What follows belongs to an exercise in optimizing a design on an open flow for small area; a production flow would make more cautious choices. The RTL was checked by simulation tests, not by an equivalence proof against the original design.

== pine ==
==> flow/design.v <==
module wiegand_core (
    input  wire        clk,
    input  wire        rst,
    input  wire [2:0]  cfg,          
    input  wire        op_valid,
    input  wire [2:0]  op,
    input  wire        lineA,        
    input  wire        lineB,
    input  wire [31:0] now,          
    output reg         digit_valid,
    output wire [3:0]  digit,
    output reg         code_valid,
    output wire [23:0] code,
    output reg         data_valid,
    output wire [23:0] data,
    output reg         state_valid,
    output wire [7:0]  state
);
    localparam [2:0] OP_INIT  = 3'd0;
    localparam [2:0] OP_BIT   = 3'd1;
    localparam [2:0] OP_TICK  = 3'd2;
    localparam [2:0] OP_QUERY = 3'd3;
    localparam [2:0] OP_RESET = 3'd4;
    reg [25:0] frame;             
    reg [4:0]  bit_count;
    reg        par1;              
    reg        par2;              
    reg [31:0] acc_code;
    reg        acc_zero;          
    reg        f_conn;            
    reg        f_logic;           
    reg [7:1]  snapshot;          
    reg        first_pending;     
    reg [31:0] last_ts;
    reg        always_send;
    reg        byte_reorder;
    reg        keypad_en;
    reg        was_query;
    wire is_init  = rst | (op_valid & (op == OP_INIT));
    wire is_bit   = ~rst & op_valid & (op == OP_BIT);
    wire is_tick  = ~rst & op_valid & (op == OP_TICK);
    wire is_query = ~rst & op_valid & (op == OP_QUERY);
    wire is_reset = ~rst & op_valid & (op == OP_RESET);
    wire conn_now = lineA & lineB;
    wire [31:0] nlast = ~last_ts;
    wire [32:0] ec;
    wire [31:0] elapsed;
    assign ec[0] = 1'b1;
    genvar ei;
    generate for (ei = 0; ei < 32; ei = ei + 1) begin : sub
        assign elapsed[ei] = now[ei] ^ nlast[ei] ^ ec[ei];
        assign ec[ei+1]    = (now[ei] & nlast[ei]) | (ec[ei] & (now[ei] ^ nlast[ei]));
    end endgenerate
    wire        timed     = is_bit | is_tick;
    wire        key_idle  = timed & (elapsed > 32'd5000);
    wire        frame_gap = timed & (elapsed > 32'd20) & (bit_count != 5'd0);
    wire       logic_fault = (lineA == lineB);
    wire       bit_value   = ~logic_fault & ~lineB;
    wire [4:0] wpos        = frame_gap ? 5'd0 : bit_count;
    wire       first_half  = (wpos < 5'd13);
    wire       key_pos   = (wpos == 5'd7);
    wire       last_pos  = (wpos == 5'd25);
    wire [3:0] key_n1     = frame[3:0];
    wire [3:0] key_n2     = {bit_value, frame[6:4]};
    wire       key_step   = is_bit & keypad_en & key_pos;
    wire       key_agree  = (key_n1 == key_n2);
    wire       key_digit  = key_step & key_agree & (key_n1 <= 4'd9);
    wire       key_submit = key_step & key_agree & (key_n1 == 4'd11);
    wire full_frame = is_bit & last_pos;
    wire run_emit   = frame_gap | full_frame;
    wire ep_p1      = par1;
    wire ep_p2      = frame_gap ? par2 : (par2 ^ bit_value);
    wire parity_ok  = ~ep_p1 & ep_p2;
    wire emit_data  = run_emit & parity_ok;
    wire        acc_is0     = acc_zero | key_idle;    
    wire [31:0] acc_m = acc_is0 ? 32'd0 : acc_code;
    wire        n8    = key_n1[3];
    wire [31:0] mA    = {acc_m[28:0], {3{n8}} | key_n1[2:0]};
    wire [31:0] mB    = {acc_m[30:0], n8};
    wire [32:0] mc;
    wire [31:0] acc_digit;
    assign mc[0] = n8 & key_n1[0];
    genvar gi;
    generate for (gi = 0; gi < 32; gi = gi + 1) begin : mul10
        assign acc_digit[gi] = mA[gi] ^ mB[gi] ^ mc[gi];
        assign mc[gi+1]      = (mA[gi] & mB[gi]) | (mc[gi] & (mA[gi] ^ mB[gi]));
    end endgenerate
    wire        submit_send = key_submit & ~acc_is0 & (acc_code != 32'd0) & (acc_code[31:24] == 8'd0);
    wire key_action     = key_digit | key_submit;
    wire run_reset_proc = frame_gap | key_action | full_frame | is_reset;
    wire in_op_flags    = is_bit & ~frame_gap;    
    wire [7:1] notify_flags;
    assign notify_flags[1] = emit_data | key_digit | submit_send;
    assign notify_flags[2] = f_conn;
    assign notify_flags[3] = f_logic | (in_op_flags & logic_fault);
    assign notify_flags[4] = frame_gap;
    assign notify_flags[5] = frame_gap;
    assign notify_flags[6] = run_emit & ep_p1;
    assign notify_flags[7] = run_emit & ~ep_p2;
    wire notify_fire = run_reset_proc
                     & (first_pending | (notify_flags != snapshot) | always_send);
    always @(posedge clk) begin
        if (is_init) begin
            always_send   <= cfg[0];
            byte_reorder  <= cfg[1];
            keypad_en     <= cfg[2];
            acc_zero      <= 1'b1;
            first_pending <= 1'b1;
            last_ts       <= 32'd0;
            bit_count     <= 5'd0;
            f_conn        <= conn_now;
            f_logic       <= 1'b0;
        end else begin
            if (notify_fire) begin
                snapshot      <= notify_flags;
                first_pending <= 1'b0;
            end
            if (is_bit)
                last_ts <= now;
            if (key_action | full_frame | (frame_gap & ~is_bit) | is_reset) begin
                bit_count <= 5'd0;
                f_conn    <= conn_now;
                f_logic   <= 1'b0;
            end else if (is_bit) begin
                bit_count <= wpos + 5'd1;
                if (frame_gap) begin
                    f_conn  <= conn_now;
                    f_logic <= logic_fault;
                end else begin
                    f_logic <= f_logic | logic_fault;
                end
            end
            if (key_digit) begin
                acc_code <= acc_digit;
                acc_zero <= 1'b0;
            end else if (key_idle | emit_data | key_submit) begin
                acc_zero <= 1'b1;
            end
        end
        if (is_bit) begin
            frame[wpos] <= bit_value;
            if (wpos == 5'd1)
                frame[25:2] <= 24'd0;
            if (wpos == 5'd0) begin
                par1 <= bit_value;
                par2 <= 1'b0;
            end else if (first_half)
                par1 <= par1 ^ bit_value;
            else
                par2 <= par2 ^ bit_value;
        end
        digit_valid <= key_digit;
        code_valid  <= submit_send;
        data_valid  <= emit_data;
        state_valid <= notify_fire | is_query;
        was_query   <= is_query;
    end
    assign digit = frame[3:0];
    assign code  = acc_code[23:0];
    assign data  = byte_reorder ? {frame[8:1], frame[16:9], frame[24:17]} : frame[24:1];
    assign state = was_query ? {4'd0, f_logic, f_conn, 2'b01} : {snapshot, 1'b1};
endmodule
export LEC_CHECK = 0
export CAP_MARGIN = 20
export CORE_MARGIN = 2
export CORE_UTILIZATION = 40
export SLEW_MARGIN = 20
create_clock -name core_clock -period 16.0 [get_ports {clk}]
run.sh (not shown) runs the stock make flow with config.mk's settings and CLKGATE_MAP_FILE= SYNTH_SCRIPT=/design/flow/synth_recipe.tcl, a recipe that flattens the netlist after the stock synthesis.
The layout from pine, despite a flow that completed every stage, fails the layout checks, with the failing checks listed as negative setup slack.
What oak does differently from pine at the input level:
--- a/flow/design.v
+++ b/flow/design.v
@@ -39,21 +39,13 @@
     wire is_init  = rst | (op_valid & (op == OP_INIT));
     wire is_bit   = ~rst & op_valid & (op == OP_BIT);
     wire is_tick  = ~rst & op_valid & (op == OP_TICK);
     wire is_query = ~rst & op_valid & (op == OP_QUERY);
     wire is_reset = ~rst & op_valid & (op == OP_RESET);
     wire conn_now = lineA & lineB;
-    wire [31:0] nlast = ~last_ts;
-    wire [32:0] ec;
-    wire [31:0] elapsed;
-    assign ec[0] = 1'b1;
-    genvar ei;
-    generate for (ei = 0; ei < 32; ei = ei + 1) begin : sub
-        assign elapsed[ei] = now[ei] ^ nlast[ei] ^ ec[ei];
-        assign ec[ei+1]    = (now[ei] & nlast[ei]) | (ec[ei] & (now[ei] ^ nlast[ei]));
-    end endgenerate
+    wire [31:0] elapsed   = now - last_ts;
     wire        timed     = is_bit | is_tick;
     wire        key_idle  = timed & (elapsed > 32'd5000);
     wire        frame_gap = timed & (elapsed > 32'd20) & (bit_count != 5'd0);
     wire       logic_fault = (lineA == lineB);
     wire       bit_value   = ~logic_fault & ~lineB;
     wire [4:0] wpos        = frame_gap ? 5'd0 : bit_count;
@@ -70,24 +62,13 @@
     wire run_emit   = frame_gap | full_frame;
     wire ep_p1      = par1;
     wire ep_p2      = frame_gap ? par2 : (par2 ^ bit_value);
     wire parity_ok  = ~ep_p1 & ep_p2;
     wire emit_data  = run_emit & parity_ok;
     wire        acc_is0     = acc_zero | key_idle;    
-    wire [31:0] acc_m = acc_is0 ? 32'd0 : acc_code;
-    wire        n8    = key_n1[3];
-    wire [31:0] mA    = {acc_m[28:0], {3{n8}} | key_n1[2:0]};
-    wire [31:0] mB    = {acc_m[30:0], n8};
-    wire [32:0] mc;
-    wire [31:0] acc_digit;
-    assign mc[0] = n8 & key_n1[0];
-    genvar gi;
-    generate for (gi = 0; gi < 32; gi = gi + 1) begin : mul10
-        assign acc_digit[gi] = mA[gi] ^ mB[gi] ^ mc[gi];
-        assign mc[gi+1]      = (mA[gi] & mB[gi]) | (mc[gi] & (mA[gi] ^ mB[gi]));
-    end endgenerate
+    wire [31:0] acc_digit   = acc_is0 ? {28'd0, key_n1} : acc_code * 32'd10 + {28'd0, key_n1};
     wire        submit_send = key_submit & ~acc_is0 & (acc_code != 32'd0) & (acc_code[31:24] == 8'd0);
     wire key_action     = key_digit | key_submit;
     wire run_reset_proc = frame_gap | key_action | full_frame | is_reset;
     wire in_op_flags    = is_bit & ~frame_gap;    
     wire [7:1] notify_flags;
     assign notify_flags[1] = emit_data | key_digit | submit_send;
--- outcome ---
- Although pine finished all stages, its layout failed final checks on negative setup slack.
- oak has completed all stages; timing, DRC and antenna checks passed.
- Against pine, footprint of the multi-input gates in oak rose by more than half.
- Per the comparison of oak with pine, vertical die dimension increased by 21 um relative to the old numbers; number of fill cells in the layout increased 819; routed wire length went up; adder-cell share of the synthesized area -4.8 points.
- Delta(core utilization, oak - pine) < 0

## re-timing with driven ports
The flow's constraints put no driver on any port. The routed layouts listed below were extracted and timed again, unchanged, in two steps. Step 1, drivers: a clkbuf_16 drives clk and a buf_2 each remaining input, both assumed. Step 2, shift: input delay + t, output delay - t, t = (earliest + latest rising clock arrival at the registers) / 2. This alone moves slack from input paths to output paths. a / b / c = no drivers / after step 1 / after step 2; a / b = the first two.
| run | shift t [ns] | setup slack, ns | worst hold slack (ns) | worst register clock-pin slew, ns | worst data-port slew with drivers (ns) |
|---|---|---|---|---|---|
| pine | 0.460 | -7.874 / -7.873 / -8.332 | 0.443 / 0.443 / 0.443 | 0.06 / 0.06 | 0.06 |
| oak | 0.471 | 7.257 / 7.270 / 6.799 | 0.452 / 0.452 / 0.452 | 0.07 / 0.07 | 0.04 |
